From an optimization exercise on the open Yosys and OpenROAD flow, aimed at small area, a short achievable clock period and few clock cycles; shortcuts taken in it are not production practice.
Only simulation tests tie the RTL to the original design; equivalence was not proved.
Power figures rest on the tool's default switching activity, not on a simulated workload.

==> trial 73: inputs <==
==> flow/design.v <==
module tinputer_core (
    input  wire         clk,
    input  wire         rst,         
    input  wire         cmd_valid,
    output wire         cmd_ready,
    input  wire [1:0]   cmd_op,
    input  wire [15:0]  cmd_addr,
    input  wire [7:0]   cmd_wdata,
    output reg          rsp_valid,
    output reg          rsp_fault,
    output reg          rsp_kind,    
    output reg  [2:0]   rsp_phase,
    output reg          rsp_width,   
    output reg  [15:0]  rsp_addr,
    output reg  [7:0]   rsp_rdata,
    output wire [127:0] regs         
);
    localparam [2:0] PH_OPCODE  = 3'd0;
    localparam [2:0] PH_OPERAND = 3'd1;
    localparam [2:0] PH_LOAD    = 3'd2;
    localparam [2:0] PH_STORE   = 3'd3;
    localparam [2:0] PH_EXEC    = 3'd4;
    localparam [2:0] PH_HOST    = 3'd5;
    reg [15:0] x [0:7];
    reg [7:0] bank0 [0:63];
    reg [7:0] bank1 [0:63];
    reg [7:0] bank2 [0:63];
    reg [7:0] bank3 [0:63];
    reg [7:0] ib0, ib1, ib2, ib3;
    reg       ir_v;
    reg       rd_pend;
    reg [7:0] rd_addr;
    assign cmd_ready = ir_v & ~rd_pend;
    assign regs = {x[7], x[6], x[5], x[4], x[3], x[2], x[1], x[0]};
    wire [15:0] ip = x[0];
    wire [7:0]  ipl = ip[7:0];
    wire        ip_hi0 = (ip[15:8] == 8'd0);
    wire acc_cmd  = cmd_valid & cmd_ready;
    wire exec     = acc_cmd & (cmd_op == 2'b00);
    wire host_wr  = acc_cmd & (cmd_op == 2'b01);
    wire host_rd  = acc_cmd & cmd_op[1];
    wire host_in  = (cmd_addr[15:8] == 8'd0);
    wire op_add = (ib0 == 8'h10);
    wire op_and = (ib0 == 8'h11);
    wire op_or  = (ib0 == 8'h12);
    wire op_lit = (ib0 == 8'h13);
    wire op_ld  = (ib0 == 8'h14);
    wire op_st  = (ib0 == 8'h15);
    wire op_mov = (ib0 == 8'h16);
    wire op_alu = op_add | op_and | op_or;
    wire op_rr  = op_alu | op_mov;
    wire op_wr  = op_lit | op_ld;           
    wire op_4   = op_wr | op_st;
    wire [15:0] ip1 = {8'd0, ipl} + 16'd1;
    wire [15:0] ip2 = {8'd0, ipl} + 16'd2;
    wire [15:0] ip3 = {8'd0, ipl} + 16'd3;
    wire [15:0] ip4 = {8'd0, ipl} + 16'd4;
    wire [15:0] ipn = op_4 ? ip4 : op_rr ? ip3 : ip1;
    reg        ff;           
    reg        ff_w;
    reg [2:0]  ff_ph;
    reg [15:0] ff_addr;      
    always @(*) begin
        ff = 1'b0; ff_w = 1'b0; ff_ph = PH_OPERAND; ff_addr = ip1;
        if (!ip_hi0) begin
            ff = 1'b1; ff_ph = PH_OPCODE; ff_addr = ip;
        end else if (op_rr) begin
            if (ipl == 8'd255) begin
                ff = 1'b1; ff_addr = ip1;
            end else if (ipl == 8'd254) begin
                ff = 1'b1; ff_addr = ip2;
            end
        end else if (op_wr) begin
            if (ipl >= 8'd254) begin
                ff = 1'b1; ff_w = 1'b1; ff_addr = ip1;
            end else if (ipl == 8'd253) begin
                ff = 1'b1; ff_addr = ip3;
            end
        end else if (op_st) begin
            if (ipl == 8'd255) begin
                ff = 1'b1; ff_addr = ip1;
            end else if (ipl >= 8'd253) begin
                ff = 1'b1; ff_w = 1'b1; ff_addr = ip2;
            end
        end
    end
    wire       bad1 = (ib1[7:3] != 5'd0);
    wire       bad2 = (ib2[7:3] != 5'd0);
    wire       bad3 = (ib3[7:3] != 5'd0);
    reg        bf;
    reg [7:0]  bf_id;
    always @(*) begin
        bf = 1'b0; bf_id = ib1;
        if (op_rr) begin
            if (bad1) begin bf = 1'b1; bf_id = ib1; end
            else if (bad2) begin bf = 1'b1; bf_id = ib2; end
        end else if (op_wr) begin
            if (bad3) begin bf = 1'b1; bf_id = ib3; end
        end else if (op_st) begin
            if (bad1) begin bf = 1'b1; bf_id = ib1; end
        end
    end
    wire [15:0] ld_a  = {ib1, ib2};
    wire [15:0] st_a  = {ib2, ib3};
    wire        ld_oob = (ib1 != 8'd0) || (ib2 == 8'd255);
    wire        st_oob = (ib2 != 8'd0) || (ib3 == 8'd255);
    wire        df = (op_ld & ld_oob) | (op_st & st_oob);
    wire ok = ~ff & ~bf & ~df;
    wire [15:0] v1 = (ib1[2:0] == 3'd0) ? ipn : x[ib1[2:0]];
    wire [15:0] v2 = (ib2[2:0] == 3'd0) ? ipn : x[ib2[2:0]];
    reg [7:0] port_a;
    always @(*) begin
        if (rd_pend)
            port_a = rd_addr;
        else if (!ir_v)
            port_a = ipl;
        else if (op_ld || (op_lit && ib3 == 8'd0))
            port_a = ib2;
        else
            port_a = ipn[7:0];
    end
    wire [1:0] pa_lo = port_a[1:0];
    wire [5:0] row0 = port_a[7:2];
    wire [5:0] row1 = port_a[7:2] + 6'd1;
    wire [7:0] bo0 = bank0[(pa_lo > 2'd0) ? row1 : row0];
    wire [7:0] bo1 = bank1[(pa_lo > 2'd1) ? row1 : row0];
    wire [7:0] bo2 = bank2[(pa_lo > 2'd2) ? row1 : row0];
    wire [7:0] bo3 = bank3[row0];
    reg  [7:0] w0, w1, w2, w3;
    always @(*) begin
        case (pa_lo)
            2'd0: begin w0 = bo0; w1 = bo1; w2 = bo2; w3 = bo3; end
            2'd1: begin w0 = bo1; w1 = bo2; w2 = bo3; w3 = bo0; end
            2'd2: begin w0 = bo2; w1 = bo3; w2 = bo0; w3 = bo1; end
            default: begin w0 = bo3; w1 = bo0; w2 = bo1; w3 = bo2; end
        endcase
    end
    reg  [2:0]  wd;
    reg  [15:0] wv;
    always @(*) begin
        if (op_alu) begin
            wd = 3'd1;
            wv = op_add ? v1 + v2 : op_and ? (v1 & v2) : (v1 | v2);
        end else if (op_mov) begin
            wd = ib2[2:0];
            wv = v1;
        end else if (op_lit) begin
            wd = ib3[2:0];
            wv = ld_a;
        end else begin
            wd = ib3[2:0];
            wv = {w0, w1};
        end
    end
    wire wr_reg = ok & (op_rr | op_wr);
    wire [15:0] ip_next = (wr_reg && wd == 3'd0) ? wv : ff ? ff_addr : ipn;
    wire        st_we = exec & op_st & ok;
    wire        hw_we = host_wr & host_in;
    wire [7:0]  st_a1 = ib3 + 8'd1;
    wire [7:0]  hw_a  = cmd_addr[7:0];
    reg  [3:0]  m_we;
    reg  [5:0]  m_row [0:3];
    reg  [7:0]  m_d   [0:3];
    integer b;
    always @(*) begin
        for (b = 0; b < 4; b = b + 1) begin
            if (cmd_op == 2'b00) begin
                m_we[b]  = st_we & ((ib3[1:0] == b) | (st_a1[1:0] == b));
                m_row[b] = (ib3[1:0] == b) ? ib3[7:2] : st_a1[7:2];
                m_d[b]   = (ib3[1:0] == b) ? v1[15:8] : v1[7:0];
            end else begin
                m_we[b]  = hw_we & (hw_a[1:0] == b);
                m_row[b] = hw_a[7:2];
                m_d[b]   = cmd_wdata;
            end
        end
    end
    always @(posedge clk) begin
        if (m_we[0]) bank0[m_row[0]] <= m_d[0];
        if (m_we[1]) bank1[m_row[1]] <= m_d[1];
        if (m_we[2]) bank2[m_row[2]] <= m_d[2];
        if (m_we[3]) bank3[m_row[3]] <= m_d[3];
    end
    wire [7:0] st_d = ib3 - ipn[7:0];
    wire       st_hits_fetch = (st_d <= 8'd3) || (st_d == 8'd255);
    integer i;
    always @(posedge clk) begin
        if (rst) begin
            for (i = 0; i < 8; i = i + 1)
                x[i] <= 16'd0;
            ir_v      <= 1'b0;
            rd_pend   <= 1'b0;
            rsp_valid <= 1'b0;
        end else begin
            rsp_valid <= 1'b0;
            if (!rd_pend && (!ir_v || exec)) begin
                ib0 <= w0; ib1 <= w1; ib2 <= w2; ib3 <= w3;
            end
            if (!rd_pend && !ir_v)
                ir_v <= 1'b1;
            else if (exec)
                ir_v <= ~(ff | op_ld | (op_mov & ib2[2:0] == 3'd0) |
                          (op_st & st_hits_fetch));
            else if (host_wr)
                ir_v <= 1'b0;
            if (exec) begin
                x[0] <= ip_next;
                if (wr_reg && wd != 3'd0)
                    x[wd] <= wv;
                rsp_valid <= 1'b1;
                rsp_fault <= ~ok;
                rsp_width <= 1'b0;
                rsp_kind  <= 1'b0;
                if (ff) begin
                    rsp_phase <= ff_ph;
                    rsp_width <= ff_w;
                    rsp_addr  <= ff_addr;
                end else if (bf) begin
                    rsp_kind  <= 1'b1;
                    rsp_phase <= PH_EXEC;
                    rsp_addr  <= {8'd0, bf_id};
                end else begin
                    rsp_phase <= op_ld ? PH_LOAD : PH_STORE;
                    rsp_width <= 1'b1;
                    rsp_addr  <= op_ld ? ld_a : st_a;
                end
            end
            if (host_wr || host_rd) begin
                rsp_kind  <= 1'b0;
                rsp_phase <= PH_HOST;
                rsp_width <= 1'b0;
                rsp_addr  <= cmd_addr;
                rsp_fault <= ~host_in;
                if (host_wr || !host_in)
                    rsp_valid <= 1'b1;
            end
            if (host_rd && host_in) begin
                rd_pend <= 1'b1;
                rd_addr <= cmd_addr[7:0];
            end
            if (rd_pend) begin
                rd_pend   <= 1'b0;
                rsp_valid <= 1'b1;
                rsp_fault <= 1'b0;
                rsp_rdata <= w0;
            end
        end
    end
endmodule
==> flow/run.sh <==
#!/bin/bash
# synth_recipe.tcl (not shown) runs the flow's synth.tcl, then flattens the netlist and writes it again
# the make line also repeats each setting of config.mk as NAME=value (left out here)
make -C /OpenROAD-flow-scripts/flow DESIGN_CONFIG=/design/flow/config.mk WORK_HOME=/design/flow/orfs CLKGATE_MAP_FILE= SYNTH_SCRIPT=/design/flow/synth_recipe.tcl finish
==> flow/config.mk <==
export PLATFORM = sky130hd
export DESIGN_NAME = tinputer_core
export DESIGN_NICKNAME = tinputer_core
export VERILOG_FILES = /design/flow/design.v
export SDC_FILE = /design/flow/constraint.sdc
export NUM_CORES = 4
export LEC_CHECK = 0
export CAP_MARGIN = 20
export CORE_MARGIN = 2
export CORE_UTILIZATION = 25
export GPL_ROUTABILITY_DRIVEN = 1
export PLACE_DENSITY = 0.4
export SLEW_MARGIN = 20
==> flow/constraint.sdc <==
create_clock -name core_clock -period 11.0 [get_ports {clk}]
set_input_delay 2.2000 -clock core_clock [delete_from_list [all_inputs] [get_ports {clk}]]
set_output_delay 2.2000 -clock core_clock [all_outputs]
set_load 0.01 [all_outputs]
==> trial 79 (differences from trial 73) <==
--- a/flow/design.v
+++ b/flow/design.v
@@ -30,2 +30,4 @@
     reg       ir_v;
+    reg       ld_wb;
+    reg [2:0] ld_rd;
     reg       rd_pend;
@@ -53,7 +55,7 @@
     wire op_4   = op_wr | op_st;
-    wire [15:0] ip1 = {8'd0, ipl} + 16'd1;
+    reg  [8:0]  nx1, nx3, nx4;
+    wire [15:0] ip1 = {7'd0, nx1};
     wire [15:0] ip2 = {8'd0, ipl} + 16'd2;
-    wire [15:0] ip3 = {8'd0, ipl} + 16'd3;
-    wire [15:0] ip4 = {8'd0, ipl} + 16'd4;
-    wire [15:0] ipn = op_4 ? ip4 : op_rr ? ip3 : ip1;
+    wire [15:0] ip3 = {7'd0, nx3};
+    wire [15:0] ipn = {7'd0, op_4 ? nx4 : op_rr ? nx3 : nx1};
     reg        ff;           
@@ -115,3 +117,3 @@
         else if (!ir_v)
-            port_a = ipl;
+            port_a = (ld_wb && ld_rd == 3'd0) ? ib1 : ipl;
         else if (op_ld || (op_lit && ib3 == 8'd0))
@@ -121,9 +123,26 @@
     end
+    always @(posedge clk) begin
+        if (!rd_pend && (!ir_v || exec)) begin
+            nx1 <= {1'b0, port_a} + 9'd1;
+            nx3 <= {1'b0, port_a} + 9'd3;
+            nx4 <= {1'b0, port_a} + 9'd4;
+        end
+    end
     wire [1:0] pa_lo = port_a[1:0];
-    wire [5:0] row0 = port_a[7:2];
-    wire [5:0] row1 = port_a[7:2] + 6'd1;
-    wire [7:0] bo0 = bank0[(pa_lo > 2'd0) ? row1 : row0];
-    wire [7:0] bo1 = bank1[(pa_lo > 2'd1) ? row1 : row0];
-    wire [7:0] bo2 = bank2[(pa_lo > 2'd2) ? row1 : row0];
-    wire [7:0] bo3 = bank3[row0];
+    wire [63:0] hot0 = 64'd1 << port_a[7:2];
+    wire [63:0] hot1 = {hot0[62:0], hot0[63]};
+    wire [63:0] hs0 = (pa_lo > 2'd0) ? hot1 : hot0;
+    wire [63:0] hs1 = (pa_lo > 2'd1) ? hot1 : hot0;
+    wire [63:0] hs2 = (pa_lo > 2'd2) ? hot1 : hot0;
+    reg  [7:0] bo0, bo1, bo2, bo3;
+    integer r;
+    always @(*) begin
+        bo0 = 8'd0; bo1 = 8'd0; bo2 = 8'd0; bo3 = 8'd0;
+        for (r = 0; r < 64; r = r + 1) begin
+            bo0 = bo0 | (bank0[r] & {8{hs0[r]}});
+            bo1 = bo1 | (bank1[r] & {8{hs1[r]}});
+            bo2 = bo2 | (bank2[r] & {8{hs2[r]}});
+            bo3 = bo3 | (bank3[r] & {8{hot0[r]}});
+        end
+    end
     reg  [7:0] w0, w1, w2, w3;
@@ -146,11 +165,8 @@
             wv = v1;
-        end else if (op_lit) begin
+        end else begin
             wd = ib3[2:0];
             wv = ld_a;
-        end else begin
-            wd = ib3[2:0];
-            wv = {w0, w1};
-        end
-    end
-    wire wr_reg = ok & (op_rr | op_wr);
+        end
+    end
+    wire wr_reg = ok & (op_rr | op_lit);
     wire [15:0] ip_next = (wr_reg && wd == 3'd0) ? wv : ff ? ff_addr : ipn;
@@ -191,2 +207,3 @@
             ir_v      <= 1'b0;
+            ld_wb     <= 1'b0;
             rd_pend   <= 1'b0;
@@ -209,4 +226,6 @@
                     x[wd] <= wv;
-                rsp_valid <= 1'b1;
+                rsp_valid <= ~(op_ld & ok);
                 rsp_fault <= ~ok;
+                ld_wb     <= op_ld & ok;
+                ld_rd     <= ib3[2:0];
                 rsp_width <= 1'b0;
@@ -227,2 +246,7 @@
             end
+            if (ld_wb) begin
+                ld_wb     <= 1'b0;
+                x[ld_rd]  <= {ib0, ib1};
+                rsp_valid <= 1'b1;
+            end
             if (host_wr || host_rd) begin
ABC_AREA = 1   (was default)
CTS_BUF_LIST = sky130_fd_sc_hd__clkbuf_8   (was default)
CTS_CLUSTER_DIAMETER = 60   (was default)
CTS_CLUSTER_SIZE = 14   (was default)
SETUP_SLACK_MARGIN = 5   (was default)
==> trial 30 (differences from trial 73) <==
--- a/flow/design.v
+++ b/flow/design.v
@@ -122,8 +122,18 @@
     wire [1:0] pa_lo = port_a[1:0];
-    wire [5:0] row0 = port_a[7:2];
-    wire [5:0] row1 = port_a[7:2] + 6'd1;
-    wire [7:0] bo0 = bank0[(pa_lo > 2'd0) ? row1 : row0];
-    wire [7:0] bo1 = bank1[(pa_lo > 2'd1) ? row1 : row0];
-    wire [7:0] bo2 = bank2[(pa_lo > 2'd2) ? row1 : row0];
-    wire [7:0] bo3 = bank3[row0];
+    wire [63:0] hot0 = 64'd1 << port_a[7:2];
+    wire [63:0] hot1 = {hot0[62:0], hot0[63]};
+    wire [63:0] hs0 = (pa_lo > 2'd0) ? hot1 : hot0;
+    wire [63:0] hs1 = (pa_lo > 2'd1) ? hot1 : hot0;
+    wire [63:0] hs2 = (pa_lo > 2'd2) ? hot1 : hot0;
+    reg  [7:0] bo0, bo1, bo2, bo3;
+    integer r;
+    always @(*) begin
+        bo0 = 8'd0; bo1 = 8'd0; bo2 = 8'd0; bo3 = 8'd0;
+        for (r = 0; r < 64; r = r + 1) begin
+            bo0 = bo0 | (bank0[r] & {8{hs0[r]}});
+            bo1 = bo1 | (bank1[r] & {8{hs1[r]}});
+            bo2 = bo2 | (bank2[r] & {8{hs2[r]}});
+            bo3 = bo3 | (bank3[r] & {8{hot0[r]}});
+        end
+    end
     reg  [7:0] w0, w1, w2, w3;
ABC_CLOCK_PERIOD_IN_PS = 4000   (was default)
CORE_UTILIZATION = 45   (was 25)
GPL_TIMING_DRIVEN = 1   (was default)
PLACE_DENSITY = 0.6   (was 0.4)
SETUP_SLACK_MARGIN = 5   (was default)
==> results.txt <==
outcome timing/DRC/antenna clean; drt total wl between 300 and 400 mm; biggest area contributors in the synthesized netlist sky130_fd_sc_hd__edfxtp_1, sky130_fd_sc_hd__mux4_2, sky130_fd_sc_hd__nand2_1, sky130_fd_sc_hd__mux2i_1, sky130_fd_sc_hd__nor2_1; number of buffers added for setup after CTS 0; Post-Synthesis Cells 6976; CTS Sinks between 2000 and 2500; power drawn by the clock network around 8.6 mW; number of storage elements in the synthesis netlist 2255; Seq group 9.79 mW; synthesized-area fraction occupied by xor and xnor cells 0.00574; routed wirelength normalized by instance count 29.9 µm
Source of the figures above: trial 73

==> results.txt <==
Post-Synthesis Cells 9313; routed wirelength normalized by instance count 29.8 µm; number of buffers added for setup after CTS 33; number of warnings issued by yosys 3; Seq group 9.95 mW; synthesized-area fraction occupied by xor and xnor cells 0.00149; Hold Fails Final Rpt 0; most common flop cell mapped by yosys sky130_fd_sc_hd__edfxtp_1; root buffer cell sky130_fd_sc_hd__clkbuf_8; outcome timing/DRC/antenna clean; CTS Sinks 2285; power drawn by the clock network 5.92 mW; cell type with the largest total area after synthesis sky130_fd_sc_hd__edfxtp_1; power in combinational cells 3.94 mW; drt total wl about 450 mm; biggest area contributors in the synthesized netlist sky130_fd_sc_hd__edfxtp_1, sky130_fd_sc_hd__nand2_1, sky130_fd_sc_hd__nand3_1, sky130_fd_sc_hd__nor2_1, sky130_fd_sc_hd__inv_1
Source of the figures above: trial 79

==> results.txt <==
number of storage elements in the synthesis netlist 2255; share of total power consumed by net switching 0.304; power drawn by the clock network approximately 8 mW; biggest area contributors in the synthesized netlist sky130_fd_sc_hd__edfxtp_1, sky130_fd_sc_hd__nand2_1, sky130_fd_sc_hd__a22oi_1, sky130_fd_sc_hd__nor2_1, sky130_fd_sc_hd__a21oi_1; CTS Sinks 2255; drt total wl 510 mm; Seq group between 9 and 10 mW; number of buffers added for setup after CTS between 150 and 200; Post-Synthesis Cells 7038; outcome timing/DRC/antenna clean; hold slack final between 0.7 and 0.8 ns; total met2 wirelength after detailed routing 204 mm; synthesized-area fraction occupied by xor and xnor cells 0.00452; routed wirelength normalized by instance count 47.2 µm
Source of the figures above: trial 30

Testbench counts of trial 73, summed over its fixed seeds: cycles 9,328.
Testbench counts of trial 79, summed over its fixed seeds: cycles 9,337.
Testbench counts of trial 30, summed over its fixed seeds: cycles 9,328.

==> afterwards: timing with drivers on the ports <==
The results above use ideal ports. As a check the final layouts listed here were re-extracted and re-timed, cells and wires unchanged. Step 1: set_driving_cell puts a clkbuf_16 on clk and a buf_2 on each other input, an assumption about the parent block. Step 2 adds t to the input delays and takes it off the output delays; t is the mean of the earliest and latest rising clock arrival at the registers after step 1. Input paths then give back, and output paths get back, about the clock's delay inside the block. a / b / c = ideal ports / drivers / drivers and shift; a / b = the first two.
run | shift t [ns] | setup WS [ns] | latest minus earliest clock arrival (ns)
trial 73 | 0.995 | 1.759 / 1.759 / 1.759 | 0.079 / 0.079
trial 79 | 1.193 | 4.903 / 4.949 / 3.792 | 0.142 / 0.142
trial 30 | 1.007 | 4.677 / 4.721 / 3.714 | 0.067 / 0.066
After both steps every run listed still meets setup and hold. The setup slack of trial 79, which loses most, moves by +0.046 ns with the drivers and by -1.111 ns with both steps.
